What follows belongs to an exercise in optimizing a design on an open flow for small area; a production flow would make more cautious choices.
Function was checked by simulation only, so behaviour that the tests miss may differ from the original.
Power is estimated from default activity; no workload was simulated.

==> design/flow/design.v <==
module ft_core #(
    parameter RX_CAP      = 64,    
    parameter TX_CAP      = 40,    
    parameter PID_CONTROL = 8'h00,
    parameter PID_DATA    = 8'h01
) (
    input  wire        clk,
    input  wire        rst,           
    input  wire [31:0] now_us,        
    input  wire        lrx_valid,
    input  wire [7:0]  lrx_data,
    output wire        lrx_ready,
    input  wire [7:0]  host_max,
    output wire        hrx_valid,
    output wire [7:0]  hrx_data,
    output wire        hrx_last,
    output wire        hrx_empty,
    output wire [31:0] hrx_ts,
    input  wire        hrx_ready,
    input  wire        hwr_valid,
    input  wire [7:0]  hwr_data,
    input  wire        hwr_last,
    input  wire        hwr_empty,
    output wire        hwr_ready,
    output wire        wr_done,
    output wire [1:0]  wr_status,
    output wire        ltx_valid,
    output wire [7:0]  ltx_data,
    input  wire        ltx_ready
);
    localparam [7:0] FLAG    = 8'h7E;
    localparam [7:0] ESC     = 8'h7D;
    localparam BSQ_MIN_INTERVAL_US = 10000;
    localparam NR = RX_CAP - 1;      
    localparam NT = TX_CAP - 3;      
    localparam [1:0] ST_SEND = 2'd0, ST_BSQ = 2'd1, ST_HOLD = 2'd2, ST_BADPARAM = 2'd3;
    reg [15:0] cap;
    reg        bsq_valid;
    reg [31:0] bsq_time;
    localparam [2:0] RX_OUTSIDE = 3'd0, RX_INSIDE = 3'd1, RX_ESCAPED = 3'd2,
                     RX_DELIVER = 3'd3, RX_BSN = 3'd4;
    reg [2:0]  rx_state;
    reg [6:0]  rx_len;       
    reg [31:0] rx_ts;
    reg        pid_ctl, pid_dat;
    reg [5:0]  rq;           
    reg [5:0]  rd_idx;       
    reg        hv;           
    reg [7:0]  hd;
    reg [8*NR-1:0] rring;
    wire [7:0] rtap  = rring[8*NR-1 -: 8];    
    wire [7:0] rtap2 = rring[8*NR-9 -: 8];    
    wire [5:0] rq_inc = (rq == NR) ? 6'd1 : rq + 6'd1;
    wire is_flag = (lrx_data == FLAG);
    wire is_esc  = (lrx_data == ESC);
    wire rx_in   = (rx_state == RX_INSIDE) || (rx_state == RX_ESCAPED);
    wire app     = (rx_state == RX_ESCAPED) || (rx_state == RX_INSIDE && !is_flag && !is_esc);
    wire slot_ok = (rx_len[6:1] == 6'd0) || rx_len[6] || (rq == rx_len[5:0]);
    assign lrx_ready = (rx_state == RX_OUTSIDE) || (rx_in && (!app || slot_ok));
    wire rx_take  = lrx_valid && lrx_ready;
    wire r_we     = rx_take && app;
    wire [7:0] app_byte = {lrx_data[7:6], lrx_data[5] ^ (rx_state == RX_ESCAPED), lrx_data[4:0]};
    wire frame_fits = (rx_len <= RX_CAP) && ({1'b0, rx_len} <= host_max);
    wire is_bsn     = frame_fits && pid_ctl && rx_len == 7'd3;
    wire is_data    = frame_fits && pid_dat;
    always @(posedge clk) begin
        rring <= {rring[8*NR-9:0], r_we ? app_byte : rtap};
        rq    <= (r_we && rx_len == 7'd1) ? 6'd2 : rq_inc;
    end
    wire rd_hit   = (rq_inc == rd_idx);
    assign hrx_last  = (rd_idx == rx_len[5:0]);
    assign hrx_empty = (rx_len == 7'd1);
    assign hrx_valid = hv;
    assign hrx_data  = hd;
    assign hrx_ts    = rx_ts;
    always @(posedge clk) begin
        if (rst) begin
            rx_state <= RX_OUTSIDE;
            hv       <= 1'b0;
        end else begin
            case (rx_state)
                RX_OUTSIDE: begin
                    if (rx_take && is_flag) begin
                        rx_len   <= 0;
                        rx_ts    <= now_us;
                        rx_state <= RX_INSIDE;
                    end
                end
                RX_INSIDE, RX_ESCAPED: begin
                    if (rx_take) begin
                        if (app) begin
                            rx_state <= RX_INSIDE;
                            if (rx_len == 7'd0) begin
                                pid_ctl <= (app_byte == PID_CONTROL);
                                pid_dat <= (app_byte == PID_DATA);
                            end
                            if (rx_len != RX_CAP + 1)
                                rx_len <= rx_len + 7'd1;
                        end else if (is_esc) begin
                            rx_state <= RX_ESCAPED;
                        end else if (rx_len == 7'd0) begin
                            rx_ts <= now_us;             
                        end else begin
                            rd_idx <= 6'd1;
                            hv     <= (rx_len == 7'd1) && is_data;
                            rx_state <= is_data ? RX_DELIVER :
                                        is_bsn  ? RX_BSN : RX_OUTSIDE;
                        end
                    end
                end
                RX_DELIVER: begin
                    if (hv && hrx_ready && hrx_last) begin
                        hv       <= 1'b0;
                        rx_state <= RX_OUTSIDE;
                    end else if ((!hv || hrx_ready) && !hrx_last && rd_hit) begin
                        hd     <= rtap2;
                        hv     <= 1'b1;
                        rd_idx <= rd_idx + 6'd1;
                    end else if (hrx_ready) begin
                        hv <= 1'b0;
                    end
                end
                default: begin       
                    if (rd_hit) begin
                        rd_idx <= rd_idx + 6'd1;
                        if (rd_idx[1])
                            rx_state <= RX_OUTSIDE;
                    end
                end
            endcase
        end
    end
    wire bsn_busy = (rx_state == RX_BSN);
    wire bsn_load = bsn_busy && rd_hit;
    localparam [1:0] TX_LOAD = 2'd0, TX_DECIDE = 2'd1, TX_SEND = 2'd2, TX_BSQ = 2'd3;
    reg [1:0] tx_state;
    reg [5:0] tx_n;        
    reg [5:0] enc_len;     
    reg [5:0] tq;          
    reg [1:0] snd_phase;   
    reg       snd_esc;     
    reg       lv;
    reg [7:0] ld;
    reg [8*NT-1:0] tring;
    wire [7:0] ttap  = tring[8*NT-1 -: 8];
    wire [7:0] ttap2 = tring[8*NT-9 -: 8];
    wire [5:0] tq_inc = (tq == NT - 1) ? 6'd0 : tq + 6'd1;
    wire wr_special = (hwr_data == FLAG) || (hwr_data == ESC);
    wire tx_full    = (enc_len >= TX_CAP);
    wire t_slot_ok  = hwr_empty || (tx_n == 6'd0) || tx_full || (tq == tx_n);
    assign hwr_ready = (tx_state == TX_LOAD) && !bsn_busy && t_slot_ok;
    wire wr_take = hwr_valid && hwr_ready;
    wire t_we    = wr_take && !hwr_empty;
    always @(posedge clk) begin
        tring <= {tring[8*NT-9:0], t_we ? hwr_data : ttap};
        tq    <= (t_we && tx_n == 6'd0) ? 6'd1 : tq_inc;
    end
    wire [31:0] elapsed  = now_us - bsq_time;
    wire        too_big  = enc_len > TX_CAP;
    wire        can_send = cap >= {10'd0, enc_len};
    wire        bsq_due  = !bsq_valid || elapsed >= BSQ_MIN_INTERVAL_US;
    assign wr_done   = (tx_state == TX_DECIDE) && !bsn_busy;
    assign wr_status = too_big  ? ST_BADPARAM :
                       can_send ? ST_SEND :
                       bsq_due  ? ST_BSQ : ST_HOLD;
    wire lfree     = !lv || ltx_ready;
    wire t_special = (ttap2 == FLAG) || (ttap2 == ESC);
    always @(posedge clk) begin
        if (rst) begin
            tx_state <= TX_LOAD;
            tx_n     <= 0;
            enc_len  <= 3;
            lv       <= 1'b0;
        end else begin
            if (ltx_ready)
                lv <= 1'b0;
            case (tx_state)
                TX_LOAD: begin
                    if (t_we) begin
                        tx_n    <= tx_n + 6'd1;
                        enc_len <= tx_full ? TX_CAP + 1 : enc_len + (wr_special ? 6'd2 : 6'd1);
                    end
                    if (wr_take && hwr_last)
                        tx_state <= TX_DECIDE;
                end
                TX_DECIDE: begin
                    tx_n      <= 0;
                    snd_phase <= 0;
                    snd_esc   <= 1'b0;
                    if (wr_done) begin
                        case (wr_status)
                            ST_SEND: tx_state <= TX_SEND;
                            ST_BSQ:  begin tx_state <= TX_BSQ; enc_len <= 3; end
                            default: begin tx_state <= TX_LOAD; enc_len <= 3; end
                        endcase
                    end
                end
                default: begin       
                    if (lfree) begin
                        case (snd_phase)
                            2'd0: begin
                                ld <= FLAG; lv <= 1'b1;
                                snd_phase <= 2'd1;
                            end
                            2'd1: begin
                                ld <= (tx_state == TX_SEND) ? PID_DATA : PID_CONTROL; lv <= 1'b1;
                                snd_phase <= (tx_state == TX_SEND && enc_len != 6'd3) ? 2'd2 : 2'd3;
                            end
                            2'd2: begin
                                if (tq_inc == tx_n) begin
                                    lv <= 1'b1;
                                    enc_len <= enc_len - 6'd1;
                                    if (enc_len == 6'd4)
                                        snd_phase <= 2'd3;
                                    if (!snd_esc && t_special) begin
                                        ld      <= ESC;
                                        snd_esc <= 1'b1;
                                    end else begin
                                        ld      <= {ttap2[7:6], ttap2[5] ^ snd_esc, ttap2[4:0]};
                                        snd_esc <= 1'b0;
                                        tx_n    <= tx_n + 6'd1;
                                    end
                                end
                            end
                            default: begin
                                ld <= FLAG; lv <= 1'b1;
                                tx_n     <= 0;
                                tx_state <= TX_LOAD;
                            end
                        endcase
                    end
                end
            endcase
        end
    end
    assign ltx_valid = lv;
    assign ltx_data  = ld;
    always @(posedge clk) begin
        if (rst) begin
            cap       <= 16'd0;
            bsq_valid <= 1'b0;
        end else begin
            if (bsn_load)
                cap <= {rtap2, cap[15:8]};
            else if (wr_done && wr_status == ST_SEND)
                cap <= 16'd0;
            if (wr_done && wr_status == ST_BSQ) begin
                bsq_valid <= 1'b1;
                bsq_time  <= now_us;
            end
        end
    end
endmodule
==> design/flow/run.sh <==
#!/bin/bash
# synth_recipe.tcl (not shown) runs the flow's synth.tcl, then flattens the netlist and writes it again
# the make line also repeats each setting of config.mk as NAME=value (left out here)
make -C /OpenROAD-flow-scripts/flow DESIGN_CONFIG=/design/flow/config.mk WORK_HOME=/design/flow/orfs CLKGATE_MAP_FILE= SYNTH_SCRIPT=/design/flow/synth_recipe.tcl finish
==> design/flow/config.mk <==
export PLATFORM = sky130hd
export DESIGN_NAME = ft_core
export DESIGN_NICKNAME = ft_core
export VERILOG_FILES = /design/flow/design.v
export SDC_FILE = /design/flow/constraint.sdc
export NUM_CORES = 4
export LEC_CHECK = 0
export CAP_MARGIN = 20
export CORE_MARGIN = 2
export CORE_UTILIZATION = 40
export SLEW_MARGIN = 20
==> design/flow/constraint.sdc <==
create_clock -name core_clock -period 10.0 [get_ports {clk}]
set_input_delay 2.0000 -clock core_clock [delete_from_list [all_inputs] [get_ports {clk}]]
set_output_delay 2.0000 -clock core_clock [all_outputs]
set_load 0.01 [all_outputs]
==> flow_summary_export.csv, run 1 <==
group,metric,value,unit
status,status,"complete, no violations",
setup_path,cp.arrival,6.36,ns
die,fp.dieW,255,um
setup_path,crit_chain,"clkdlybuf4s50_1 > inv_1 > ha_1 > inv_1 > fa_1 > a21o_1 > a221o_1 > a32o_1 > or3_1 > a221oi_1 > nand3_1 > a2111oi_2 > o2111a_2 > nand4_2 > a21bo_1 > clkdlybuf4s50_1",
sta,tightest_slew,0.963,ns
sta,tns,0,ns
placement,placed_cells,2716,
logic_synthesis,yosys.cell_types.count,73,
finish,layout_commonest_cell,"dfxtp_1",
sta,post-route-period-util,83.6,%
finish,drive_above_1_share,8.98,%
die,dieArea,65100,sq um
clock_tree,clock_path_buffers,3,
die,start_util,40.2,%
grt,grt_max_degree,35,
placement,dp_hpwl,27.0,mm
placement,io_buffers,120,
placement,dpl_cell_area,27400,sq um
routing,via_count,13000,
sta,max_freq,120,MHz
logic_synthesis,syn_area,25200,sq um
logic_synthesis,synth_fp_nets,1916,
min_path,min_path_cells,0,
routing,drc_errors,0,
logic_synthesis,synth_cells,1788,
sta,slew_viol_final,0,
sta,setup-violations-final,0,
pwr,power_density,276,nW/um^2
routing,ant_nets,0,
routing,viasPerCell,4.51,
clock_tree,cts_setup_buffers,0,
finish,final_area,30400,sq um
die,dieHeight,255,um
clock_tree,numCtsBuffers,88,
die,placementRows,92,
sta,min_period,8.36,ns
logic_synthesis,ys.flop_type,"dfxtp_1",
setup_path,reg2reg_depth,14,
routing,drt-wirelength-per-cell,14.7,um
clock_tree,root_buffer,"clkbuf_16",
logic_synthesis,synth_edf_count,98,
clock_tree,path_clk_slew,0.06,ns
routing,drt-total-wl,42.3,mm
setup_path,cp_max_fo,8,
clock_tree,cts_resized,0,
clock_tree,clock_latency,0.63,ns
finish,nNetsFinal,2088,
logic_synthesis,ys_seq_area_share,78.9,%
clock_tree,h-tree-depth,3,
grt,antenna_found_initial,1,
setup_path,cpPeakStageDelay,0.53,ns
logic_synthesis,synthArstFlopShare,0,%
grt,grt_pass1_wl,68.4,mm
placement,finalWeightedCongestion,0.796,
finish,instances_no_fill,2873,
setup_path,crit_path_start_kind,"input port",
setup_path,crit_type,"input port to output port",
clock_tree,cts_sinks,946,
die,ios,121,
finish,syn_to_final_growth,20.4,%
min_path,hold_class,"register to register",
logic_synthesis,synth.avg_cell_area,14.1,sq um
logic_synthesis,ys_warn_count,1,
setup_path,end_kind,"output port",
sta,hold_violations,0,
pwr,leakagePower,12.0,nW
clock_tree,cts_tree,"done",
sta,rsz0062_at_grt,"false",
grt,grt_remaining_overflow,0,
logic_synthesis,ys_seq_elements,946,
routing,drtPass1Iterations,5,
sta,skew,0.0211,ns
clock_tree,hold_buffers,0,
routing,first_iter_violations,702,
finish,layout_common_cells,"dfxtp_1 (848), clkdlybuf4s50_1 (120), edfxtp_1 (98), clkbuf_16 (96), nor2_1 (90)",
grt,grt_pass1_vias,12900,
setup_path,worst_ep_required_time,8.00,ns
pwr,peakVddDrop,0.117,mV
grt,grt.total_usage,13.2,%
run,cap_violations,0,
setup_path,crit_slowest_cell,"clkdlybuf4s50_1",
sta,slew_headroom,35.3,%
die,core,62700,sq um
## final timing paths
kind               start            to  slack [ns]
max            now_us[0]  wr_status[0]        1.64
min            rring[15]     rring[23]        0.31
max reg2reg  bsq_time[0]   bsq_time[4]        5.78
min reg2reg    rring[15]     rring[23]        0.31
## layer usage
layer	up-vias	GRT usage [%]	part of all wire, %
met5	-	0	0
met4	0	5.48	2.5
met3	82	3.20	5.2
met2	268	20.3	44
met1	6175	18.0	48
li1	6432	-	-
## power by group
group	internal [W]	total [W]	leakage (nW)	switching [W]
clock	0.00197	0.00335	1.48	0.00139
sequential	0.00409	0.00421	7.75	0.000121
combinational	0.000340	0.000837	2.73	0.000497
total	0.00640	0.00840	12.0	0.00200
## registers in the layout, indices dropped and copies added (netlist names)
register / count
bsq_time: 32
bsq_valid: 1
cap: 16
enc_len: 6
hd: 8
hv: 1
ld: 8
lv: 1
pid_ctl: 1
pid_dat: 1
rd_idx: 6
rq: 6
rring: 504
rx_len: 7
rx_state: 3
rx_ts: 32
snd_esc: 1
snd_phase: 2
tq: 6
tring: 296
tx_n: 6
tx_state: 2
## per-stage QoR
stage | total power (W) | utilization [%] | worst slack, ns | hold slack [ns]
after floorplan | 0.00485 | - | 2.82 | 0.310
final | 0.00840 | 48.4 | 1.64 | 0.312
after detailed placement | 0.00512 | 43.7 | 1.67 | 0.312
after global placement | 0.00511 | 43.6 | 1.74 | 0.310
after CTS | 0.00852 | 48.4 | 1.66 | 0.309
after global routing | 0.00878 | 48.4 | 1.40 | 0.317
## cells in the mapped netlist (19+ instances only)
| library cell | count | area (sq um) |
|---|---|---|
| edfxtp_1 | 98 | 2940 |
| nor2_1 | 90 | 338 |
| xnor2_1 | 31 | 272 |
| a21oi_1 | 66 | 330 |
| nand2_1 | 80 | 300 |
| dfxtp_1 | 848 | 17000 |
| inv_1 | 75 | 282 |
| ha_1 | 62 | 776 |
| clkbuf_1 | 42 | 158 |
| nand4_1 | 20 | 125 |
| nand3_1 | 34 | 170 |
| xor2_1 | 35 | 307 |
| a22oi_1 | 19 | 143 |
| o21ai_0 | 41 | 205 |
## worst max-delay path, delay by kind of cell
family	cells	cell delay, ns
AND/OR/NAND/NOR	3	0.56
AO/OA/AOI/OAI	7	2.14
adder cells (fa/ha/maj)	2	0.54
buffers and inverters	4	1.10
## final cells by class
class | instances | area (sq um)
fill | 5365 | 32300
inverter | 76 | 285
multi-input combinational | 722 | 4880
clock inverter | 35 | 388
timing repair buffer | 126 | 1250
clock buffer | 121 | 2610
tap | 846 | 1060
sequential | 946 | 19900
antenna | 1 | 2.50
## cells by family (layout without fill, tap and decap cells)
kind of cell    Yosys count  count (layout)  synth area share [%]
mux                      19              19                 0.838
xor+xnor                 66              66                  2.29
buf+inv                 120             358                  1.84
other cells               0               1                     0
compound gates          236             236                  6.21
flops                   946             946                  78.9
fa+ha+maj                64              64                  3.23
simple gates            337             337                  6.67
==> inputs of run 2 (changes only) <==
--- a/design/flow/design.v
+++ b/design/flow/design.v
@@ -30,13 +30,22 @@
 );
     localparam [7:0] FLAG    = 8'h7E;
     localparam [7:0] ESC     = 8'h7D;
-    localparam BSQ_MIN_INTERVAL_US = 10000;
+    localparam [31:0] BSQ_MIN_INTERVAL_US = 10000;
     localparam NR = RX_CAP - 1;      
     localparam NT = TX_CAP - 3;      
+    function ge_u8(input [7:0] a, input [7:0] b);
+        integer i;
+        reg g;
+        begin
+            g = 1'b1;
+            for (i = 0; i < 8; i = i + 1)
+                g = (a[i] & ~b[i]) | (~(a[i] ^ b[i]) & g);
+            ge_u8 = g;
+        end
+    endfunction
     localparam [1:0] ST_SEND = 2'd0, ST_BSQ = 2'd1, ST_HOLD = 2'd2, ST_BADPARAM = 2'd3;
     reg [15:0] cap;
     reg        bsq_valid;
-    reg [31:0] bsq_time;
     localparam [2:0] RX_OUTSIDE = 3'd0, RX_INSIDE = 3'd1, RX_ESCAPED = 3'd2,
                      RX_DELIVER = 3'd3, RX_BSN = 3'd4;
     reg [2:0]  rx_state;
@@ -46,6 +55,7 @@
     reg [5:0]  rq;           
     reg [5:0]  rd_idx;       
     reg        hv;           
+    wire       bsn_load;     
     reg [7:0]  hd;
     reg [8*NR-1:0] rring;
     wire [7:0] rtap  = rring[8*NR-1 -: 8];    
@@ -60,7 +70,7 @@
     wire rx_take  = lrx_valid && lrx_ready;
     wire r_we     = rx_take && app;
     wire [7:0] app_byte = {lrx_data[7:6], lrx_data[5] ^ (rx_state == RX_ESCAPED), lrx_data[4:0]};
-    wire frame_fits = (rx_len <= RX_CAP) && ({1'b0, rx_len} <= host_max);
+    wire frame_fits = (rx_len != RX_CAP + 1) && ge_u8(host_max, {1'b0, rx_len});
     wire is_bsn     = frame_fits && pid_ctl && rx_len == 7'd3;
     wire is_data    = frame_fits && pid_dat;
     always @(posedge clk) begin
@@ -121,7 +131,7 @@
                     end
                 end
                 default: begin       
-                    if (rd_hit) begin
+                    if (bsn_load) begin
                         rd_idx <= rd_idx + 6'd1;
                         if (rd_idx[1])
                             rx_state <= RX_OUTSIDE;
@@ -131,7 +141,6 @@
         end
     end
     wire bsn_busy = (rx_state == RX_BSN);
-    wire bsn_load = bsn_busy && rd_hit;
     localparam [1:0] TX_LOAD = 2'd0, TX_DECIDE = 2'd1, TX_SEND = 2'd2, TX_BSQ = 2'd3;
     reg [1:0] tx_state;
     reg [5:0] tx_n;        
@@ -146,7 +155,7 @@
     wire [7:0] ttap2 = tring[8*NT-9 -: 8];
     wire [5:0] tq_inc = (tq == NT - 1) ? 6'd0 : tq + 6'd1;
     wire wr_special = (hwr_data == FLAG) || (hwr_data == ESC);
-    wire tx_full    = (enc_len >= TX_CAP);
+    wire tx_full    = (enc_len[5:1] == TX_CAP / 2);
     wire t_slot_ok  = hwr_empty || (tx_n == 6'd0) || tx_full || (tq == tx_n);
     assign hwr_ready = (tx_state == TX_LOAD) && !bsn_busy && t_slot_ok;
     wire wr_take = hwr_valid && hwr_ready;
@@ -155,11 +164,37 @@
         tring <= {tring[8*NT-9:0], t_we ? hwr_data : ttap};
         tq    <= (t_we && tx_n == 6'd0) ? 6'd1 : tq_inc;
     end
-    wire [31:0] elapsed  = now_us - bsq_time;
-    wire        too_big  = enc_len > TX_CAP;
-    wire        can_send = cap >= {10'd0, enc_len};
-    wire        bsq_due  = !bsq_valid || elapsed >= BSQ_MIN_INTERVAL_US;
-    assign wr_done   = (tx_state == TX_DECIDE) && !bsn_busy;
+    reg [31:0] bq;
+    reg [1:0]  bph;
+    reg [1:0]  dpass;      
+    reg        el_b;       
+    reg        el_ge;      
+    wire [7:0] bq_tap = bq[31:24];
+    wire [7:0] now_b  = now_us[8*bph +: 8];
+    wire [8:0] el_d   = {1'b0, now_b} - {1'b0, bq_tap} - {8'd0, el_b & (bph != 2'd0)};
+    wire       ge_in  = el_ge | (bph == 2'd0);
+    wire       ge_out = (bph == 2'd0) ? (el_d[7:4] != 4'd0) :
+                        (bph == 2'd1) ? (el_d[7:0] == 8'h27 ? ge_in : ge_u8(el_d[7:0], 8'h28)) :
+                                        (el_d[7:0] != 8'd0) || ge_in;
+    wire        too_big  = (enc_len == TX_CAP + 1);
+    wire        can_send = (cap[15:6] != 10'd0) || ge_u8({2'b0, cap[5:0]}, {2'b0, enc_len});
+    wire        bsq_due  = !bsq_valid || el_ge;
+    wire        decide   = (tx_state == TX_DECIDE);
+    wire        bq_we    = decide && dpass == 2'd2 && wr_status == ST_BSQ;
+    always @(posedge clk) begin
+        bph <= rst ? 2'd0 : bph + 2'd1;
+        bq  <= {bq[23:0], bq_we ? now_b : bq_tap};
+        if (decide && dpass == 2'd1) begin
+            el_b  <= el_d[8];
+            el_ge <= ge_out;
+        end
+        if (rst || !decide)
+            dpass <= 2'd0;
+        else if (bph == 2'd3)
+            dpass <= (dpass == 2'd2) ? 2'd0 : dpass + 2'd1;
+    end
+    assign wr_done   = decide && dpass == 2'd2 && bph == 2'd3;
+    assign bsn_load  = bsn_busy && rd_hit && !decide;
     assign wr_status = too_big  ? ST_BADPARAM :
                        can_send ? ST_SEND :
                        bsq_due  ? ST_BSQ : ST_HOLD;
@@ -244,10 +279,8 @@
                 cap <= {rtap2, cap[15:8]};
             else if (wr_done && wr_status == ST_SEND)
                 cap <= 16'd0;
-            if (wr_done && wr_status == ST_BSQ) begin
+            if (wr_done && wr_status == ST_BSQ)
                 bsq_valid <= 1'b1;
-                bsq_time  <= now_us;
-            end
         end
     end
 endmodule
--- a/design/flow/config.mk
+++ b/design/flow/config.mk
@@ -7,5 +7,7 @@
 export LEC_CHECK = 0
 export CAP_MARGIN = 20
 export CORE_MARGIN = 2
-export CORE_UTILIZATION = 40
+export CORE_UTILIZATION = 60
+export CTS_BUF_LIST = sky130_fd_sc_hd__clkbuf_2 sky130_fd_sc_hd__clkbuf_4
+export CTS_CLUSTER_SIZE = 20
 export SLEW_MARGIN = 20
==> run 2 against run 1 <==
Effect of this change: still clean; sequential share of layout area increased by 3.8 points; clock skew is 0.053 ns higher; register-to-register slack better by 0.66 ns; first-iteration DRC count shrank 23%; critical path depth fell by 10; hold slack got worse by 0.026 ns; combinational power fell by 59%; non-clock buffer count is 1 higher; clock-buffer cell count rose by 188; final area shrank 6.4%.
==> flow_summary_export.csv, run 2 <==
group,metric,value,unit
status,status,"complete, no violations",
placement,dp_hpwl,21.4,mm
finish,layout_commonest_cell,"dfxtp_1",
finish,final_area,28400,sq um
sta,tns,0,ns
sta,rsz0062_at_grt,"false",
pwr,power_density,254,nW/um^2
logic_synthesis,yosys.cell_types.count,70,
sta,max_freq,157,MHz
logic_synthesis,synth_cells,1611,
min_path,hold_class,"register to register",
routing,first_iter_violations,544,
grt,antenna_found_initial,1,
die,dieHeight,204,um
die,dieArea,41800,sq um
setup_path,cp.arrival,4.37,ns
clock_tree,numCtsBuffers,207,
sta,setup-violations-final,0,
die,start_util,60.8,%
sta,whs,0.286,ns
setup_path,crit_chain,"clkdlybuf4s50_1 > nand4_1 > nor3_1 > nand2_1 > o211ai_1 > clkdlybuf4s50_1",
placement,dpl_cell_area,25800,sq um
setup_path,crit_type,"input port to output port",
finish,syn_to_final_growth,18.1,%
grt,grt_pass1_wl,58.8,mm
setup_path,end_kind,"output port",
logic_synthesis,ys.flop_type,"dfxtp_1",
setup_path,crit_path_start_kind,"input port",
setup_path,path_common_cell,"clkdlybuf4s50_1",
sta,tightest_slew,1.16,ns
setup_path,worst_ep_required_time,8.00,ns
die,fp.dieW,204,um
grt,grt_max_degree,43,
grt,grt.total_usage,17.8,%
clock_tree,cts_sinks,952,
setup_path,cpPeakStageDelay,0.59,ns
finish,largest_register,"rring",
clock_tree,clock_path_buffers,3,
routing,drtPass1Iterations,5,
setup_path,critical_path.top_delay_family,"buffers and inverters",
clock_tree,cts_tree,"done",
grt,grt_remaining_overflow,0,
setup_path,r2r_setup_slack,6.44,ns
logic_synthesis,synth_top_area_cell,"dfxtp_1",
grt,grt_pass1_vias,12200,
sta,min_period,6.37,ns
pwr,peakVddDrop,0.177,mV
clock_tree,hold_buffers,0,
logic_synthesis,syn_area,24100,sq um
pwr,leakagePower,11.5,nW
clock_tree,clock_latency,0.88,ns
sta,hold_violations,0,
logic_synthesis,ys_seq_area_share,82.0,%
routing,drt-wirelength-per-cell,13.8,um
clock_tree,cts_resized,0,
sta,slew_headroom,21.4,%
setup_path,cp.depth,6,
die,ios,121,
logic_synthesis,yosysTopAreaCellShare,73.5,%
logic_synthesis,synth.avg_cell_area,14.9,sq um
finish,top_regs,"rring (504), tring (296)",
finish,nNetsFinal,2022,
logic_synthesis,synth_fp_nets,1723,
pwr,total_power,0.00722,W
routing,viasPerCell,4.71,
logic_synthesis,synth.area.top_cells,"dfxtp_1 (73%), edfxtp_1 (8.5%), ha_1 (2.3%)",
logic_synthesis,ys_warn_count,1,
setup_path,crit_slowest_cell,"clkdlybuf4s50_1",
sta,skew,0.0745,ns
logic_synthesis,synthTopCellsByCount,"dfxtp_1 (884), edfxtp_1 (68), inv_1 (57)",
routing,drc_errors,0,
die,core,39600,sq um
clock_tree,root_buffer,"clkbuf_4",
finish,drive_above_1_share,18.4,%
setup_path,cp_max_fo,6,
setup_path,reg2reg_depth,7,
logic_synthesis,synthArstFlopShare,0,%
routing,ant_nets,0,
placement,finalWeightedCongestion,0.809,
clock_tree,path_clk_slew,0.07,ns
routing,via_count,12200,
run,cap_violations,0,
clock_tree,h-tree-depth,4,
finish,largest_register_ffs,504,
logic_synthesis,synth_edf_count,68,
finish,layout_common_cells,"dfxtp_1 (884), clkbuf_4 (309), clkdlybuf4s50_1 (119), edfxtp_1 (68), inv_1 (57)",
logic_synthesis,ys_seq_elements,952,
logic_synthesis,synth_most_common_cell,"dfxtp_1",
sta,post-route-period-util,63.7,%
min_path,min_path_cells,0,
clock_tree,cts_setup_buffers,0,
die,placementRows,73,
setup_path,worst-path-buf-inv,2,
sta,slew_viol_final,0,
routing,drt-total-wl,35.7,mm
placement,io_buffers,120,
[run 2: logic make-up after synthesis]
family                     count (synthesis)  share of synthesized area [%]
DFF                                      952                           82.0
muxes                                     32                           1.86
buffers and inverters                     95                           1.58
AOI/OAI and AO/OA                        138                           3.73
and+or+nand+nor                          290                           6.21
xor gates and xnor gates                  56                           2.07
adders and majority gates                 48                           2.59
[run 2: path summary, 6_finish.rpt]
kind / start / endpoint
max reg2reg: rq[0] / rd_idx[3]
min: rring[415] / rring[423]
min reg2reg: rring[415] / rring[423]
max: lrx_data[4] / lrx_ready
[run 2: area by class of cell]
class                      instances  area, sq um
sequential                       952        19700
fill                            2690        11200
multi-input combinational        564         3980
clock buffer                     309         2320
timing repair buffer             127         1250
tap                              525          657
clock inverter                    48          280
inverter                          58          218
antenna                            2         5.00
[run 2: through the flow]
stage	setup WS (ns)	cells	util (%)
2_1_floorplan	4.34	1611	-
3_3_place_gp	3.72	2226	65.2
3_5_place_dp	3.68	2226	65.2
4_1_cts	3.68	2583	71.7
5_1_grt	3.59	2584	71.8
6_report	3.63	2585	71.8
[run 2: report_power, final]
group          switching [W]  internal (W)  leakage, nW  total, W
logic               0.000182      0.000164         2.16  0.000346
registers          0.0000875       0.00399         7.82   0.00408
clock network        0.00133       0.00146         1.55   0.00279
total                0.00160       0.00562         11.5   0.00722
[run 2: per-layer routing]
layer	global-route usage, %	wire length, um	vias up
met4	7.82	465	0
met5	0	0	-
met3	6.17	1820	40
met1	24.5	17700	5737
li1	-	-	6105
met2	25.5	15600	285
==> inputs of run 3 (changes only) <==
==> design/flow/config.mk (replaced) <==
export PLATFORM = sky130hd
export DESIGN_NAME = ft_core
export DESIGN_NICKNAME = ft_core
export VERILOG_FILES = /design/flow/design.v
export SDC_FILE = /design/flow/constraint.sdc
export NUM_CORES = 4
export LEC_CHECK = 0
export CAP_MARGIN = 20
export CORE_MARGIN = 2
export CORE_UTILIZATION = 40
export CTS_BUF_LIST = sky130_fd_sc_hd__clkbuf_4 sky130_fd_sc_hd__clkbuf_8
export SLEW_MARGIN = 20
==> run 3 against run 2 <==
Effect of this change: still clean; sequential power barely moved; largest cell class unchanged; core utilization is 22 points lower; critical endpoint unchanged; global-route usage decreased by 5.3 points; sequential cell count unchanged; clock skew decreased by 0.046 ns; clock-buffer cell count down 87.
==> flow_summary_export.csv, run 3 <==
group,metric,value,unit
clock_tree,path_clk_slew,0.06,ns
sta,post-route-period-util,60.2,%
setup_path,crit_path_start_kind,"input port",
grt,antenna_found_initial,1,
die,dieArea,62200,sq um
routing,drc_errors,0,
routing,viasPerCell,4.36,
finish,drive_above_1_share,16.0,%
finish,instances_no_fill,2740,
setup_path,r2r_setup_slack,6.42,ns
placement,dp_hpwl,22.8,mm
logic_synthesis,synth_cells,1611,
grt,grt_pass1_vias,12400,
die,placementRows,89,
routing,drtPass1Iterations,4,
pwr,pwr-share-clk,43.3,%
logic_synthesis,synth.area.top_cells,"dfxtp_1 (73%), edfxtp_1 (8.5%), ha_1 (2.3%)",
sta,skew,0.0289,ns
setup_path,cp.arrival,4.02,ns
finish,fillerInstances,5019,
sta,setup-violations-final,0,
finish,layout_common_cells,"dfxtp_1 (884), clkbuf_8 (174), clkdlybuf4s50_1 (119), edfxtp_1 (68), inv_1 (57)",
clock_tree,numCtsBuffers,143,
sta,max_freq,166,MHz
die,core,59200,sq um
logic_synthesis,ys.flop_type,"dfxtp_1",
pwr,power.share.combinational,4.5,%
routing,first_iter_violations,540,
die,dieHeight,249,um
clock_tree,h-tree-depth,4,
min_path,hold_end,"tring[211]",
logic_synthesis,yosys.cell_types.count,70,
grt,grt_max_degree,43,
clock_tree,root_buffer,"clkbuf_8",
logic_synthesis,synth_edf_count,68,
setup_path,crit_chain,"clkdlybuf4s50_1 > nand4_1 > nor3_1 > nand2_1 > o211ai_1 > clkdlybuf4s50_1",
logic_synthesis,syn_area,24100,sq um
grt,grt.total_usage,12.5,%
setup_path,r2r_end,"rd_idx[4]",
setup_path,cpPeakStageDelay,0.57,ns
sta,tns,0,ns
clock_tree,cts_tree,"done",
logic_synthesis,synth_most_common_cell,"dfxtp_1",
finish,top_regs,"rring (504), tring (296)",
clock_tree,clock_path_buffers,3,
setup_path,r2r-start,"rq[0]",
setup_path,end_kind,"output port",
clock_tree,clock_latency,0.77,ns
setup_path,path_common_cell,"clkdlybuf4s50_1",
min_path,worstHoldStart,"tring[203]",
grt,grt_remaining_overflow,0,
logic_synthesis,synth.avg_cell_area,14.9,sq um
pwr,power_density,266,nW/um^2
sta,min_period,6.02,ns
pwr,pwr-share-seq,52.2,%
pwr,p_sw,0.00171,W
placement,io_buffers,120,
pwr,netSwitchingFraction,21.9,%
finish,layout_commonest_cell,"dfxtp_1",
setup_path,crit_slowest_cell,"clkdlybuf4s50_1",
pwr,peakVddDrop,0.130,mV
sta,hold_violations,0,
sta,tightest_slew,0.972,ns
grt,grt_pass1_wl,62.7,mm
die,ios,121,
logic_synthesis,synth_fp_nets,1723,
routing,drt-total-wl,37.4,mm
setup_path,reg2reg_depth,7,
sta,slew_headroom,34.7,%
sta,rsz0062_at_grt,"false",
status,status,"complete, no violations",
logic_synthesis,synthTopCellsByCount,"dfxtp_1 (884), edfxtp_1 (68), inv_1 (57)",
die,start_util,40.7,%
pwr,p_int,0.00610,W
routing,ant_nets,0,
sta,slew_viol_final,0,
min_path,hold_class,"register to register",
routing,drt-wirelength-per-cell,13.7,um
logic_synthesis,synthArstFlopShare,0,%
clock_tree,cts_resized,0,
finish,utilization,49.6,%
setup_path,worst_ep_required_time,8.00,ns
clock_tree,cts_sinks,952,
logic_synthesis,ys_seq_elements,952,
finish,nNetsFinal,1959,
logic_synthesis,ys_seq_area_share,82.0,%
finish,largest_register_ffs,504,
logic_synthesis,synth_top_area_cell,"dfxtp_1",
setup_path,crit_type,"input port to output port",
routing,via_count,11900,
logic_synthesis,ys_warn_count,1,
clock_tree,cts_setup_buffers,0,
min_path,min_path_cells,0,
clock_tree,hold_buffers,0,
finish,syn_to_final_growth,22.1,%
die,fp.dieW,249,um
run,cap_violations,0,
setup_path,cp_max_fo,6,
pwr,leakagePower,11.7,nW
placement,finalWeightedCongestion,0.804,
placement,placed_cells,2475,
finish,largest_register,"rring",
logic_synthesis,yosysTopAreaCellShare,73.5,%
[run 3: power by group through the flow]
stage                     combinational [W]  sequential [W]  clock, W
after global placement             0.000341         0.00416         0
after detailed placement           0.000348         0.00416         0
after CTS                          0.000351         0.00408   0.00350
after global routing               0.000395         0.00410   0.00369
final                              0.000350         0.00408   0.00339
after floorplan                    0.000271         0.00412         0
[run 3: final cells by class]
class	count	area, sq um	share of cell area, %
clock buffers	222	2760	9.37
repair buffers	128	1260	4.27
diodes	1	2.50	0.00851
inverters	58	218	0.741
multi-input cells	564	3980	13.5
flip-flops and latches	952	19700	67.1
clock inverters	42	484	1.65
well taps	773	967	3.29
[run 3: metal layers]
layer / routed length [um] / GRT usage, %
met1: 18000 / 16.2
met2: 16400 / 18.7
met3: 1960 / 4.22
met4: 1160 / 6.56
met5: 0 / 0
[run 3: worst max path at each step]
stage	startpoint	endpoint	slack, ns	cells past startpoint
after floorplan	lrx_data[7]	rx_ts[0]	4.34	5
after global placement	lrx_data[4]	lrx_ready	4.04	6
after detailed placement	lrx_data[4]	lrx_ready	3.99	6
after CTS	lrx_data[4]	lrx_ready	4.00	6
after global routing	lrx_data[4]	lrx_ready	3.87	6
final	lrx_data[4]	lrx_ready	3.98	6
[run 3: kinds of logic (layout without fill, tap and decap cells)]
group | Yosys count | count (layout) | synth area share [%]
fa+ha+maj | 48 | 48 | 2.59
compound gates | 138 | 138 | 3.73
buf+inv | 95 | 450 | 1.58
xor+xnor | 56 | 56 | 2.07
flops | 952 | 952 | 82.0
other cells | 0 | 1 | 0
mux | 32 | 32 | 1.86
simple gates | 290 | 290 | 6.21
[run 3: worst max-delay path: cells and delay by family]
family,cells,cell delay [ns]
buffers and inverters,2,1.09
AND/OR/NAND/NOR,3,0.77
AO/OA/AOI/OAI,1,0.16
[run 3: stage by stage]
| stage | total power [W] | hold slack (ns) | cell area (sq um) | worst slack (ns) |
|---|---|---|---|---|
| 6_report | 0.00782 | 0.308 | 29400 | 3.98 |
| 5_1_grt | 0.00818 | 0.298 | 29400 | 3.87 |
| 4_1_cts | 0.00794 | 0.298 | 29400 | 4.00 |
| 3_5_place_dp | 0.00451 | 0.312 | 26200 | 3.99 |
| 3_3_place_gp | 0.00450 | 0.310 | 26200 | 4.04 |
| 2_1_floorplan | 0.00439 | 0.310 | 24100 | 4.34 |
==> inputs of run 4 (changes only) <==
==> design/flow/flow/run.sh (new file) <==
#!/bin/bash
# Own layout flow: the standard ORFS flow (standard.sh, unchanged synthesis),
# with clock tree synthesis told not to add dummy balancing loads and to build
# the tree from clkbuf_16 leaf clusters of up to 25 sinks, and with the port
# buffers made from the smallest buffer cell. Each tool's full output is in
# the ORFS logs under orfs/logs/; make's own output goes to standard.log here.
set -euo pipefail
export CTS_ARGS="-sink_clustering_enable -repair_clock_nets -dont_use_dummy_load -buf_list {sky130_fd_sc_hd__clkbuf_16} -sink_clustering_size 25 -sink_clustering_max_diameter 200"
export BUFFER_PORTS_ARGS="-buffer_cell sky130_fd_sc_hd__buf_1"
bash standard.sh finish > standard.log 2>&1
==> design/flow/standard.sh (new file) <==
#!/bin/bash
# synth_recipe.tcl (not shown) runs the flow's synth.tcl, then flattens the netlist and writes it again
# the make line also repeats each setting of config.mk as NAME=value (left out here)
make -C /OpenROAD-flow-scripts/flow DESIGN_CONFIG=/design/flow/config.mk WORK_HOME=/design/flow/orfs CLKGATE_MAP_FILE= SYNTH_SCRIPT=/design/flow/synth_recipe.tcl "${@:-finish}"
--- a/design/flow/config.mk
+++ b/design/flow/config.mk
@@ -8,5 +8,4 @@
 export CAP_MARGIN = 20
 export CORE_MARGIN = 2
 export CORE_UTILIZATION = 40
-export CTS_BUF_LIST = sky130_fd_sc_hd__clkbuf_4 sky130_fd_sc_hd__clkbuf_8
 export SLEW_MARGIN = 20
removed: design/flow/run.sh
==> run 4 against run 3 <==
Effect of this change: synthesized cell count unchanged; clock-buffer cell count decreased by 178; area after synthesis unchanged; sequential cell count unchanged; fmax increased by 13%; clock power decreased by 46%; critical path type unchanged; largest cell class unchanged; highest routed layer unchanged.
==> flow_summary_export.csv, run 4 <==
group,metric,value,unit
status,status,"complete, no violations",
logic_synthesis,ys_seq_area_share,82.0,%
pwr,power_density,236,nW/um^2
routing,m1WireLength,17.6,mm
pwr,netSwitchingFraction,21.1,%
routing,top_layer_used,"met4",
logic_synthesis,synth-simple-area-share,6.21,%
routing,drc_errors,0,
pwr,peakVddDrop,0.127,mV
routing,drtPass1Iterations,5,
routing,ant_nets,0,
grt,grt.total_usage,11.5,%
logic_synthesis,synthArstFlopShare,0,%
finish,antenna_cells,0,
logic_synthesis,syn_area,24100,sq um
setup_path,crit_path_start_kind,"input port",
grt,grt_remaining_overflow,0,
clock_tree,cts_sinks,952,
finish,utilization,44.7,%
sta,slew_headroom,33.4,%
die,placementRows,89,
sta,max_freq,188,MHz
logic_synthesis,ys_seq_elements,952,
die,dieArea,62200,sq um
clock_tree,numCtsBuffers,44,
finish,largest_register_ffs,504,
placement,io_buffers,120,
grt,antenna_found_initial,0,
finish,final_area,26500,sq um
sta,tns,0,ns
logic_synthesis,synth_edf_count,68,
finish,largest_register,"rring",
logic_synthesis,synth.area.top_cells,"dfxtp_1 (73%), edfxtp_1 (8.5%), ha_1 (2.3%)",
pwr,pwr-share-clk,29.4,%
logic_synthesis,ys_warn_count,1,
pwr,pwr-share-seq,65.3,%
die,fp.dieW,249,um
grt,grt_max_degree,43,
finish,top_regs,"rring (504), tring (296)",
placement,dpl_cell_area,25400,sq um
logic_synthesis,synth_cells,1611,
run,cap_violations,0,
finish,drive_above_1_share,5.45,%
die,core,59200,sq um
clock_tree,path_clk_slew,0.09,ns
clock_tree,root_buffer,"clkbuf_16",
routing,dr_wl_met3,1.47,mm
routing,drt-wirelength-per-cell,13.9,um
finish,layout_commonest_cell,"dfxtp_1",
logic_synthesis,yosysTopAreaCellShare,73.5,%
min_path,hold_class,"register to register",
sta,min_period,5.31,ns
logic_synthesis,synthTopCellsByCount,"dfxtp_1 (884), edfxtp_1 (68), inv_1 (57)",
logic_synthesis,synth-xor-area-share,2.07,%
setup_path,cp_max_fo,6,
finish,layout_common_cells,"dfxtp_1 (884), buf_1 (119), edfxtp_1 (68), inv_1 (57), nand2_1 (56)",
finish,nNetsFinal,1858,
clock_tree,clock_path_buffers,3,
logic_synthesis,synth_most_common_cell,"dfxtp_1",
setup_path,reg2reg_depth,7,
setup_path,crit_path_start,"lrx_data[5]",
routing,first_iter_violations,527,
die,dieHeight,249,um
logic_synthesis,synth_compound_area_share,3.73,%
setup_path,cp.arrival,3.31,ns
routing,wl_met2,14.9,mm
setup_path,crit_type,"input port to output port",
die,ios,121,
sta,tightest_slew,0.999,ns
sta,slew_viol_final,0,
placement,dp_hpwl,22.5,mm
clock_tree,cts_tree,"done",
logic_synthesis,ys.flop_type,"dfxtp_1",
routing,drt-total-wl,35.1,mm
clock_tree,cts_setup_buffers,0,
pwr,p_sw,0.00132,W
sta,hold_violations,0,
die,start_util,40.7,%
logic_synthesis,muxShareOfSynthArea,1.86,%
setup_path,end_kind,"output port",
logic_synthesis,synth_top_area_cell,"dfxtp_1",
logic_synthesis,synth_adder_area_share,2.59,%
min_path,min_path_cells,0,
logic_synthesis,synth_fp_nets,1723,
min_path,worstHoldStart,"rring[236]",
sta,setup-violations-final,0,
sta,rsz0062_at_grt,"false",
logic_synthesis,synth_top_family_by_area,"simple AND/OR/NAND/NOR gates",
routing,via_count,11100,
pwr,leakagePower,10.2,nW
clock_tree,cts_resized,0,
sta,skew,0.0725,ns
logic_synthesis,yosys.cell_types.count,70,
clock_tree,h-tree-depth,2,
logic_synthesis,synth.avg_cell_area,14.9,sq um
setup_path,worst_ep_required_time,8.00,ns
pwr,power.share.combinational,5.3,%
grt,grt_pass1_vias,11200,
clock_tree,hold_buffers,0,
sta,post-route-period-util,53.1,%
routing,viasPerCell,4.41,
clock_tree,clock_latency,0.61,ns
finish,syn_to_final_growth,10.0,%
placement,finalWeightedCongestion,0.807,
pwr,p_int,0.00492,W
grt,grt_pass1_wl,58.2,mm
setup_path,r2r-start,"rq[0]",
run 4: cell counts after synthesis:
Identical to the previous run, type by type.
run 4: cells by family (layout without fill, tap and decap cells):
logic type      count (synthesis)  count (layout)
simple gates                  290             290
xor+xnor                       56              56
flops                         952             952
mux                            32              32
compound gates                138             138
buf+inv                        95             228
fa+ha+maj                      48              48
run 4: worst paths after layout:
| path | endpoint | slack, ns |
|---|---|---|
| setup / recovery | lrx_ready | 4.69 |
| hold / removal | rring[244] | 0.26 |
| setup reg to reg | rd_idx[4] | 6.35 |
| hold reg to reg | rring[244] | 0.26 |
run 4: per-layer routing:
layer  up-vias  global-route usage [%]
li1       5572                       -
met1      5279                    16.0
met2       178                    17.4
met3        70                    2.34
met4         0                    4.63
met5         -                       0
run 4: power groups by stage:
stage               combinational (W)  sequential (W)  clock [W]
floorplan                    0.000271         0.00412          0
global placement             0.000323         0.00416          0
detailed placement           0.000328         0.00416          0
CTS                          0.000330         0.00408    0.00193
global route                 0.000375         0.00410    0.00206
finish                       0.000329         0.00408    0.00184
run 4: layout make-up:
type | instances | area [sq um]
multi-input cells | 564 | 3980
clock buffers | 44 | 1100
inverters | 58 | 218
flip-flops and latches | 952 | 19700
well taps | 773 | 967
repair buffers | 126 | 497
fillers | 5205 | 32700
run 4: worst max-delay path: stages:
cell      delay [ns]
buf_1           0.12
nand4_1         0.18
nor3_1          0.42
nand2_1         0.23
o211ai_1        0.18
buf_1           0.18
run 4: stage by stage:
step / hold WS, ns / std cells / total power, W / worst slack [ns]
2_1_floorplan: 0.310 / 1611 / 0.00439 / 4.34
3_3_place_gp: 0.310 / 2473 / 0.00449 / 4.80
3_5_place_dp: 0.312 / 2473 / 0.00449 / 4.70
4_1_cts: 0.259 / 2517 / 0.00634 / 4.69
5_1_grt: 0.252 / 2517 / 0.00653 / 4.50
6_report: 0.258 / 2517 / 0.00624 / 4.69
==> inputs of run 5 (changes only) <==
--- a/design/flow/design.v
+++ b/design/flow/design.v
@@ -44,7 +44,7 @@
         end
     endfunction
     localparam [1:0] ST_SEND = 2'd0, ST_BSQ = 2'd1, ST_HOLD = 2'd2, ST_BADPARAM = 2'd3;
-    reg [15:0] cap;
+    reg [5:0]  cap;
     reg        bsq_valid;
     localparam [2:0] RX_OUTSIDE = 3'd0, RX_INSIDE = 3'd1, RX_ESCAPED = 3'd2,
                      RX_DELIVER = 3'd3, RX_BSN = 3'd4;
@@ -152,11 +152,11 @@
     reg [7:0] ld;
     reg [8*NT-1:0] tring;
     wire [7:0] ttap  = tring[8*NT-1 -: 8];
-    wire [7:0] ttap2 = tring[8*NT-9 -: 8];
     wire [5:0] tq_inc = (tq == NT - 1) ? 6'd0 : tq + 6'd1;
     wire wr_special = (hwr_data == FLAG) || (hwr_data == ESC);
     wire tx_full    = (enc_len[5:1] == TX_CAP / 2);
-    wire t_slot_ok  = hwr_empty || (tx_n == 6'd0) || tx_full || (tq == tx_n);
+    wire t_hit      = (tq == tx_n);
+    wire t_slot_ok  = hwr_empty || (tx_n == 6'd0) || tx_full || t_hit;
     assign hwr_ready = (tx_state == TX_LOAD) && !bsn_busy && t_slot_ok;
     wire wr_take = hwr_valid && hwr_ready;
     wire t_we    = wr_take && !hwr_empty;
@@ -177,7 +177,7 @@
                         (bph == 2'd1) ? (el_d[7:0] == 8'h27 ? ge_in : ge_u8(el_d[7:0], 8'h28)) :
                                         (el_d[7:0] != 8'd0) || ge_in;
     wire        too_big  = (enc_len == TX_CAP + 1);
-    wire        can_send = (cap[15:6] != 10'd0) || ge_u8({2'b0, cap[5:0]}, {2'b0, enc_len});
+    wire        can_send = ge_u8({2'b0, cap}, {2'b0, enc_len});
     wire        bsq_due  = !bsq_valid || el_ge;
     wire        decide   = (tx_state == TX_DECIDE);
     wire        bq_we    = decide && dpass == 2'd2 && wr_status == ST_BSQ;
@@ -199,7 +199,7 @@
                        can_send ? ST_SEND :
                        bsq_due  ? ST_BSQ : ST_HOLD;
     wire lfree     = !lv || ltx_ready;
-    wire t_special = (ttap2 == FLAG) || (ttap2 == ESC);
+    wire t_special = (ttap == FLAG) || (ttap == ESC);
     always @(posedge clk) begin
         if (rst) begin
             tx_state <= TX_LOAD;
@@ -242,7 +242,7 @@
                                 snd_phase <= (tx_state == TX_SEND && enc_len != 6'd3) ? 2'd2 : 2'd3;
                             end
                             2'd2: begin
-                                if (tq_inc == tx_n) begin
+                                if (t_hit) begin
                                     lv <= 1'b1;
                                     enc_len <= enc_len - 6'd1;
                                     if (enc_len == 6'd4)
@@ -251,7 +251,7 @@
                                         ld      <= ESC;
                                         snd_esc <= 1'b1;
                                     end else begin
-                                        ld      <= {ttap2[7:6], ttap2[5] ^ snd_esc, ttap2[4:0]};
+                                        ld      <= {ttap[7:6], ttap[5] ^ snd_esc, ttap[4:0]};
                                         snd_esc <= 1'b0;
                                         tx_n    <= tx_n + 6'd1;
                                     end
@@ -272,13 +272,14 @@
     assign ltx_data  = ld;
     always @(posedge clk) begin
         if (rst) begin
-            cap       <= 16'd0;
+            cap       <= 6'd0;
             bsq_valid <= 1'b0;
         end else begin
             if (bsn_load)
-                cap <= {rtap2, cap[15:8]};
+                cap <= (rtap2[7:6] != 2'd0 || (rd_idx[1] && rtap2 != 8'd0)) ? 6'h3F :
+                       rd_idx[1] ? cap : rtap2[5:0];
             else if (wr_done && wr_status == ST_SEND)
-                cap <= 16'd0;
+                cap <= 6'd0;
             if (wr_done && wr_status == ST_BSQ)
                 bsq_valid <= 1'b1;
         end
==> design/flow/flow/run.sh (replaced) <==
#!/bin/bash
# Own layout flow: the standard ORFS flow (standard.sh, unchanged synthesis),
# with clock tree synthesis told not to add dummy balancing loads and to build
# the tree from clkbuf_8 leaf clusters of up to 16 sinks, and with the port
# buffers made from the smallest buffer cell. Each tool's full output is in
# the ORFS logs under orfs/logs/; make's own output goes to standard.log here.
set -euo pipefail
export CTS_ARGS="-sink_clustering_enable -repair_clock_nets -dont_use_dummy_load -buf_list {sky130_fd_sc_hd__clkbuf_8} -sink_clustering_size 16 -sink_clustering_max_diameter 200"
export BUFFER_PORTS_ARGS="-buffer_cell sky130_fd_sc_hd__buf_1"
bash standard.sh finish > standard.log 2>&1
--- a/design/flow/config.mk
+++ b/design/flow/config.mk
@@ -7,5 +7,6 @@
 export LEC_CHECK = 0
 export CAP_MARGIN = 20
 export CORE_MARGIN = 2
-export CORE_UTILIZATION = 40
+export CORE_UTILIZATION = 75
+export PLACE_DENSITY = 0.85
 export SLEW_MARGIN = 20
==> run 5 against run 4 <==
Effect of this change: die area fell by 47%; sequential cell count decreased by 10; still clean on timing, DRC and antenna; wire length grew 3.9%.
==> flow_summary_export.csv, run 5 <==
group,metric,value,unit
clock_tree,path_clk_slew,0.09,ns
logic_synthesis,syn_area,23700,sq um
logic_synthesis,ys_seq_elements,942,
sta,max_freq,180,MHz
logic_synthesis,synthTopCellsByCount,"dfxtp_1 (874), edfxtp_1 (68), nor2_1 (68)",
setup_path,crit_chain,"buf_1 > and4_1 > nand3_1 > a21oi_1 > nor2_1 > a211oi_1 > buf_1",
routing,drtPass1Iterations,5,
die,dieHeight,182,um
routing,via_count,11200,
grt,grt_remaining_overflow,0,
setup_path,cp.arrival,3.56,ns
logic_synthesis,synth.avg_cell_area,15.2,sq um
placement,finalWeightedCongestion,0.816,
logic_synthesis,synth_most_common_cell,"dfxtp_1",
clock_tree,h-tree-depth,3,
logic_synthesis,yosysTopAreaCellShare,73.8,%
clock_tree,cts_sinks,942,
finish,layout_commonest_cell,"dfxtp_1",
setup_path,worst_ep_required_time,8.00,ns
routing,drt-wirelength-per-cell,17.2,um
sta,slew_headroom,45.0,%
logic_synthesis,yosys.cell_types.count,73,
setup_path,crit_slowest_cell,"a211oi_1",
finish,top_regs,"rring (504), tring (296)",
setup_path,end_kind,"output port",
routing,drc_errors,0,
clock_tree,hold_buffers,0,
status,status,"complete, no violations",
sta,slew_viol_final,0,
clock_tree,cts_tree,"done",
setup_path,critical_path.top_delay_family,"simple AND/OR/NAND/NOR gates",
run,cap_violations,0,
finish,fillerInstances,1596,
setup_path,crit_type,"input port to output port",
routing,ant_nets,0,
placement,placed_cells,2056,
placement,io_buffers,120,
grt,grt_max_degree,33,
logic_synthesis,ys.flop_type,"dfxtp_1",
grt,grt.total_usage,22.6,%
finish,syn_to_final_growth,7.55,%
die,dieArea,33000,sq um
finish,largest_register,"rring",
routing,viasPerCell,5.26,
die,core,31300,sq um
logic_synthesis,ys_warn_count,1,
finish,instances_no_fill,2125,
logic_synthesis,synth_top_area_cell,"dfxtp_1",
placement,dp_hpwl,23.3,mm
clock_tree,root_buffer,"clkbuf_8",
logic_synthesis,synth_fp_nets,1671,
pwr,peakVddDrop,0.181,mV
setup_path,cpPeakStageDelay,0.33,ns
grt,antenna_found_initial,1,
logic_synthesis,synth.area.top_cells,"dfxtp_1 (74%), edfxtp_1 (8.6%), ha_1 (2.4%)",
clock_tree,clock_path_buffers,3,
clock_tree,cts_setup_buffers,0,
sta,tns,0,ns
setup_path,cp_max_fo,5,
grt,grt_pass1_vias,11500,
logic_synthesis,ys_seq_area_share,82.4,%
min_path,hold_class,"register to register",
logic_synthesis,synthArstFlopShare,0,%
die,fp.dieW,182,um
routing,drt-total-wl,36.5,mm
die,start_util,75.7,%
clock_tree,clock_latency,0.61,ns
sta,skew,0.0749,ns
setup_path,path_common_cell,"buf_1",
finish,multi_input_area,3810,sq um
routing,first_iter_violations,829,
pwr,power_density,247,nW/um^2
sta,setup-violations-final,0,
finish,largest_register_ffs,504,
clock_tree,numCtsBuffers,68,
sta,tightest_slew,0.825,ns
finish,register_area,19500,sq um
finish,drive_above_1_share,5.92,%
finish,nNetsFinal,1836,
grt,grt_pass1_wl,58.5,mm
setup_path,crit_path_start_kind,"input port",
setup_path,worst-path-buf-inv,2,
logic_synthesis,synth_edf_count,68,
die,ios,121,
pwr,leakagePower,10.2,nW
logic_synthesis,synth_cells,1559,
sta,post-route-period-util,55.6,%
die,placementRows,65,
sta,min_period,5.56,ns
sta,rsz0062_at_grt,"false",
finish,layout_common_cells,"dfxtp_1 (874), buf_1 (119), nor2_1 (68), clkbuf_8 (68), edfxtp_1 (68)",
sta,hold_violations,0,
clock_tree,cts_resized,0,
[run 5: cell types whose count changed in the layout (fill, tap and decap cells not counted), moves of 8 or more]
cell	previous run	this run
clkbuf_8	0	68
clkbuf_16	44	0
nand3_1	48	21
mux2_2	22	4
nor3_1	29	15
nor2_1	55	68
o21ai_1	1	14
dfxtp_1	884	874
nand4_1	4	12
[run 5: power by group]
part / switching, W / internal (W)
Sequential: 0.000141 / 0.00411
Combinational: 0.000225 / 0.000164
Clock: 0.00103 / 0.000614
Total: 0.00140 / 0.00489
[run 5: path summary, 6_finish.rpt]
check / from / end / slack (ns) / cells past startpoint
worst max-delay path: lrx_data[2] / lrx_ready / 4.44 / 7
worst min-delay path: tring[84] / tring[92] / 0.27 / 0
worst max register to register: bph[0] / el_ge / 6.53 / 10
worst min register to register: tring[84] / tring[92] / 0.27 / 0
[run 5: routing by layer]
layer	global-route usage, %	vias up	wire (um)	share of wire (%)
met5	0	-	0	0
met4	8.72	0	1050	2.9
met3	3.65	85	1780	4.9
met2	37.0	327	17100	47
met1	31.0	5290	16500	45
li1	-	5467	-	-
[run 5: cell families after synthesis]
family          count (synthesis)  synth area share, %
mux                            27                 1.76
simple gates                  252                 5.44
xor+xnor                       51                 2.01
compound gates                148                 4.20
flops                         942                 82.4
buf+inv                        91                 1.54
fa+ha+maj                      48                 2.63
[run 5: metrics by stage]
| stage | total power, W | area (sq um) | hold WS [ns] | utilization, % | worst slack (ns) |
|---|---|---|---|---|---|
| 2_1_floorplan | 0.00458 | 23700 | 0.310 | - | 4.24 |
| 3_3_place_gp | 0.00468 | 24600 | 0.310 | 78.4 | 4.53 |
| 3_5_place_dp | 0.00472 | 24600 | 0.312 | 78.4 | 4.49 |
| 4_1_cts | 0.00634 | 25500 | 0.265 | 81.4 | 4.43 |
| 5_1_grt | 0.00653 | 25500 | 0.275 | 81.4 | 4.36 |
| 6_report | 0.00629 | 25500 | 0.271 | 81.4 | 4.44 |
[run 5: final cells by class]
type,count,area share [%]
repair buffers,122,1.83
clock buffers,68,3.67
inverters,64,0.942
diodes,1,0.00982
multi-input cells,526,14.9
well taps,402,1.97
flip-flops and latches,942,76.6
==> inputs of run 6 (changes only) <==
--- a/design/flow/design.v
+++ b/design/flow/design.v
@@ -56,6 +56,7 @@
     reg [5:0]  rd_idx;       
     reg        hv;           
     wire       bsn_load;     
+    reg        bsn_hi;       
     reg [7:0]  hd;
     reg [8*NR-1:0] rring;
     wire [7:0] rtap  = rring[8*NR-1 -: 8];    
@@ -131,11 +132,8 @@
                     end
                 end
                 default: begin       
-                    if (bsn_load) begin
-                        rd_idx <= rd_idx + 6'd1;
-                        if (rd_idx[1])
-                            rx_state <= RX_OUTSIDE;
-                    end
+                    if (bsn_load)
+                        rx_state <= RX_OUTSIDE;
                 end
             endcase
         end
@@ -274,10 +272,13 @@
         if (rst) begin
             cap       <= 6'd0;
             bsq_valid <= 1'b0;
+            bsn_hi    <= 1'b0;
         end else begin
+            bsn_hi <= bsn_load;
             if (bsn_load)
-                cap <= (rtap2[7:6] != 2'd0 || (rd_idx[1] && rtap2 != 8'd0)) ? 6'h3F :
-                       rd_idx[1] ? cap : rtap2[5:0];
+                cap <= (rtap2[7:6] != 2'd0) ? 6'h3F : rtap2[5:0];
+            else if (bsn_hi && rtap2 != 8'd0)
+                cap <= 6'h3F;
             else if (wr_done && wr_status == ST_SEND)
                 cap <= 6'd0;
             if (wr_done && wr_status == ST_BSQ)
==> run 6 against run 5 <==
Effect of this change: largest power group unchanged; global-route usage grew 0.29 points; core utilization shrank 0.15 points; critical path depth is the same; cell count shrank 0.52%; sequential cell count grew 1; wire length grew 2.8%; setup slack gained 0.23 ns; combinational power shrank 21%; clock skew shrank 0.030 ns; area after synthesis grew 0.13%; largest cell class unchanged; still clean on timing, DRC and antenna; hold slack gained 0.028 ns.
==> flow_summary_export.csv, run 6 <==
group,metric,value,unit
placement,dp_hpwl,24.2,mm
logic_synthesis,synth_top_area_cell,"dfxtp_1",
die,fp.dieW,182,um
setup_path,reg2reg_depth,11,
die,core,31400,sq um
sta,skew,0.0447,ns
clock_tree,cts_sinks,943,
sta,tightest_slew,0.797,ns
logic_synthesis,syn_area,23700,sq um
placement,finalWeightedCongestion,0.842,
finish,largest_register_ffs,504,
logic_synthesis,ys.flop_type,"dfxtp_1",
setup_path,r2r_setup_slack,6.12,ns
status,status,"complete, no violations",
setup_path,cpPeakStageDelay,0.48,ns
sta,max_freq,188,MHz
finish,largest_register,"rring",
sta,setup-violations-final,0,
clock_tree,cts_tree,"done",
finish,syn_to_final_growth,7.50,%
logic_synthesis,synthArstFlopShare,0,%
sta,slew_viol_final,0,
min_path,worstHoldStart,"tring[136]",
logic_synthesis,synth_edf_count,68,
finish,register_area,19600,sq um
routing,via_count,11200,
finish,layout_commonest_cell,"dfxtp_1",
routing,viasPerCell,5.31,
finish,final_area,25500,sq um
pwr,peakVddDrop,0.218,mV
setup_path,worst_ep_required_time,8.00,ns
logic_synthesis,ys_warn_count,1,
die,ios,121,
min_path,hold_end,"tring[144]",
logic_synthesis,synth-simple-area-share,5.73,%
setup_path,crit_chain,"buf_1 > xor2_1 > nand4_1 > nor2_1 > nor4b_2 > inv_1 > buf_1",
setup_path,r2r_end,"el_ge",
routing,drt-wirelength-per-cell,17.7,um
logic_synthesis,synth.area.top_cells,"dfxtp_1 (74%), edfxtp_1 (8.6%), ha_1 (2.4%)",
clock_tree,hold_buffers,0,
placement,dpl_cell_area,24600,sq um
sta,min_period,5.33,ns
finish,layout_common_cells,"dfxtp_1 (875), buf_1 (120), clkbuf_8 (68), edfxtp_1 (68), inv_1 (63)",
sta,fin_ws,4.67,ns
setup_path,crit_slowest_cell,"nor4b_2",
pwr,power_density,238,nW/um^2
routing,first_iter_violations,725,
logic_synthesis,ys_seq_elements,943,
logic_synthesis,synth_top_family_by_area,"simple AND/OR/NAND/NOR gates",
finish,fillerInstances,1600,
clock_tree,cts_resized,0,
grt,antenna_found_initial,0,
setup_path,cp_max_fo,5,
die,placementRows,65,
placement,io_buffers,120,
clock_tree,numCtsBuffers,68,
pwr,leakagePower,10.1,nW
logic_synthesis,ys_seq_area_share,82.4,%
setup_path,critical_path.top_delay_family,"simple AND/OR/NAND/NOR gates",
logic_synthesis,synth_most_common_cell,"dfxtp_1",
clock_tree,h-tree-depth,3,
finish,top_regs,"rring (504), tring (296)",
die,start_util,75.6,%
logic_synthesis,synth_fp_nets,1661,
logic_synthesis,yosys.cell_types.count,81,
setup_path,worst-path-buf-inv,3,
sta,rsz0062_at_grt,"false",
routing,ant_nets,0,
setup_path,r2r-start,"bph[0]",
finish,multi_input_area,3800,sq um
finish,antenna_cells,0,
logic_synthesis,synth-xor-area-share,1.55,%
grt,grt_remaining_overflow,0,
routing,drt-total-wl,37.5,mm
grt,grt.total_usage,22.9,%
sta,post-route-period-util,53.3,%
setup_path,cp.arrival,3.33,ns
die,dieArea,33100,sq um
clock_tree,root_buffer,"clkbuf_8",
min_path,hold_class,"register to register",
clock_tree,clock_path_buffers,3,
grt,grt_max_degree,33,
grt,grt_pass1_vias,11400,
logic_synthesis,synth_cells,1549,
sta,tns,0,ns
sta,hold_violations,0,
logic_synthesis,synthTopCellsByCount,"dfxtp_1 (875), edfxtp_1 (68), inv_1 (63)",
run,cap_violations,0,
routing,drtPass1Iterations,5,
sta,slew_headroom,46.8,%
placement,detailedPlace.worstSlack,4.72,ns
grt,grt_pass1_wl,58.9,mm
logic_synthesis,yosysTopAreaCellShare,73.8,%
clock_tree,path_clk_slew,0.09,ns
setup_path,end_kind,"output port",
logic_synthesis,muxShareOfSynthArea,1.81,%
setup_path,path_common_cell,"buf_1",
logic_synthesis,synth_compound_area_share,4.28,%
setup_path,crit_path_start_kind,"input port",
clock_tree,clock_latency,0.60,ns
setup_path,crit_type,"input port to output port",
logic_synthesis,synth_adder_area_share,2.63,%
finish,nNetsFinal,1826,
finish,drive_above_1_share,6.66,%
die,dieHeight,182,um
clock_tree,cts_setup_buffers,0,
min_path,min_path_cells,0,
logic_synthesis,synth.avg_cell_area,15.3,sq um
routing,drc_errors,0,
run 6: changes by cell type in the layout (fill, tap and decap cells not counted), moves of 5 or more:
| cell | delta |
|---|---|
| xor2_1 | -9 |
| o21ai_0 | +15 |
| o2bb2ai_1 | +6 |
| a21oi_1 | -15 |
| nor2b_1 | +7 |
| nor4_1 | +5 |
| nor3_1 | +6 |
| or4_1 | -5 |
| mux2_4 | -5 |
| nor2_1 | -14 |
| a31oi_1 | -5 |
| mux2_2 | +11 |
| o21ai_1 | -13 |
| mux2_1 | -6 |
run 6: how the worst max path moves through the flow:
stage	start	to	slack, ns	depth (start not counted)
floorplan	lrx_data[4]	rx_ts[0]	2.99	6
global placement	lrx_data[1]	lrx_ready	4.80	7
detailed placement	lrx_data[1]	lrx_ready	4.72	7
CTS	lrx_data[1]	lrx_ready	4.71	7
global route	lrx_data[1]	lrx_ready	4.61	7
finish	lrx_data[1]	lrx_ready	4.67	7
run 6: power breakdown:
| group | internal [W] | switching, W |
|---|---|---|
| Clock | 0.000614 | 0.00103 |
| Combinational | 0.000131 | 0.000177 |
| Sequential | 0.00402 | 0.000106 |
| Total | 0.00476 | 0.00131 |
run 6: metrics by stage:
step	cells	hold WS (ns)	power, W	utilization (%)
2_1_floorplan	1549	0.310	0.00440	-
3_3_place_gp	2046	0.310	0.00448	78.3
3_5_place_dp	2046	0.312	0.00451	78.3
4_1_cts	2114	0.295	0.00612	81.3
5_1_grt	2114	0.307	0.00630	81.3
6_report	2114	0.299	0.00608	81.3
run 6: per-layer routing:
layer / up-vias / global-route usage, % / part of all wire [%]
met5: - / 0 / 0
met4: 0 / 7.71 / 2.1
met3: 70 / 3.97 / 4.8
met2: 311 / 38.3 / 48
met1: 5396 / 31.0 / 45
li1: 5448 / - / -
run 6: layout make-up:
class,count,area share (%)
flip-flops and latches,943,76.7
clock buffers,68,3.67
inverters,63,0.927
repair buffers,124,1.88
well taps,402,1.97
multi-input cells,514,14.9
run 6: logic make-up after synthesis:
kind of cell | Yosys count
AO/OA/AOI/OAI | 141
buffers and inverters | 92
adder cells (fa/ha/maj) | 48
AND/OR/NAND/NOR | 253
XOR/XNOR | 42
multiplexers | 30
flip-flops | 943

## re-timing with driven ports
How much do the figures lean on ideal ports? The routed layouts below were timed once more, with nothing changed but the port constraints. Step 1: set_driving_cell puts a clkbuf_16 on clk and a buf_2 on each other input, an assumption about the parent block. Step 2 adds t to the input delays and takes it off the output delays; t is the mean of the earliest and latest rising clock arrival at the registers after step 1. Input paths then give back, and output paths get back, about the clock's delay inside the block. Three values: no drivers, after step 1, after step 2; two values: the first two.
| run | t, ns | setup slack, ns | hold slack, ns | clock arrival spread, ns | worst register clock-pin slew, ns |
|---|---|---|---|---|---|
| run 1 | 0.672 | 1.643 / 1.620 / 1.620 | 0.312 / 0.312 / 0.312 | 0.022 / 0.022 | 0.07 / 0.07 |
| run 2 | 0.892 | 3.631 / 3.607 / 3.607 | 0.286 / 0.286 / 0.286 | 0.076 / 0.076 | 0.08 / 0.08 |
| run 3 | 0.795 | 3.984 / 3.961 / 3.961 | 0.308 / 0.308 / 0.308 | 0.042 / 0.041 | 0.07 / 0.07 |
| run 4 | 0.630 | 4.687 / 4.661 / 4.661 | 0.258 / 0.258 / 0.258 | 0.076 / 0.076 | 0.11 / 0.11 |
| run 5 | 0.625 | 4.441 / 4.410 / 4.410 | 0.271 / 0.271 / 0.271 | 0.075 / 0.075 | 0.11 / 0.11 |
| run 6 | 0.632 | 4.675 / 4.654 / 4.654 | 0.299 / 0.299 / 0.299 | 0.046 / 0.046 | 0.11 / 0.11 |
After both steps setup and hold are still met in every run listed. For run 5, which loses most, drivers alone change the setup slack by -0.031 ns; drivers and shift together by -0.031 ns.
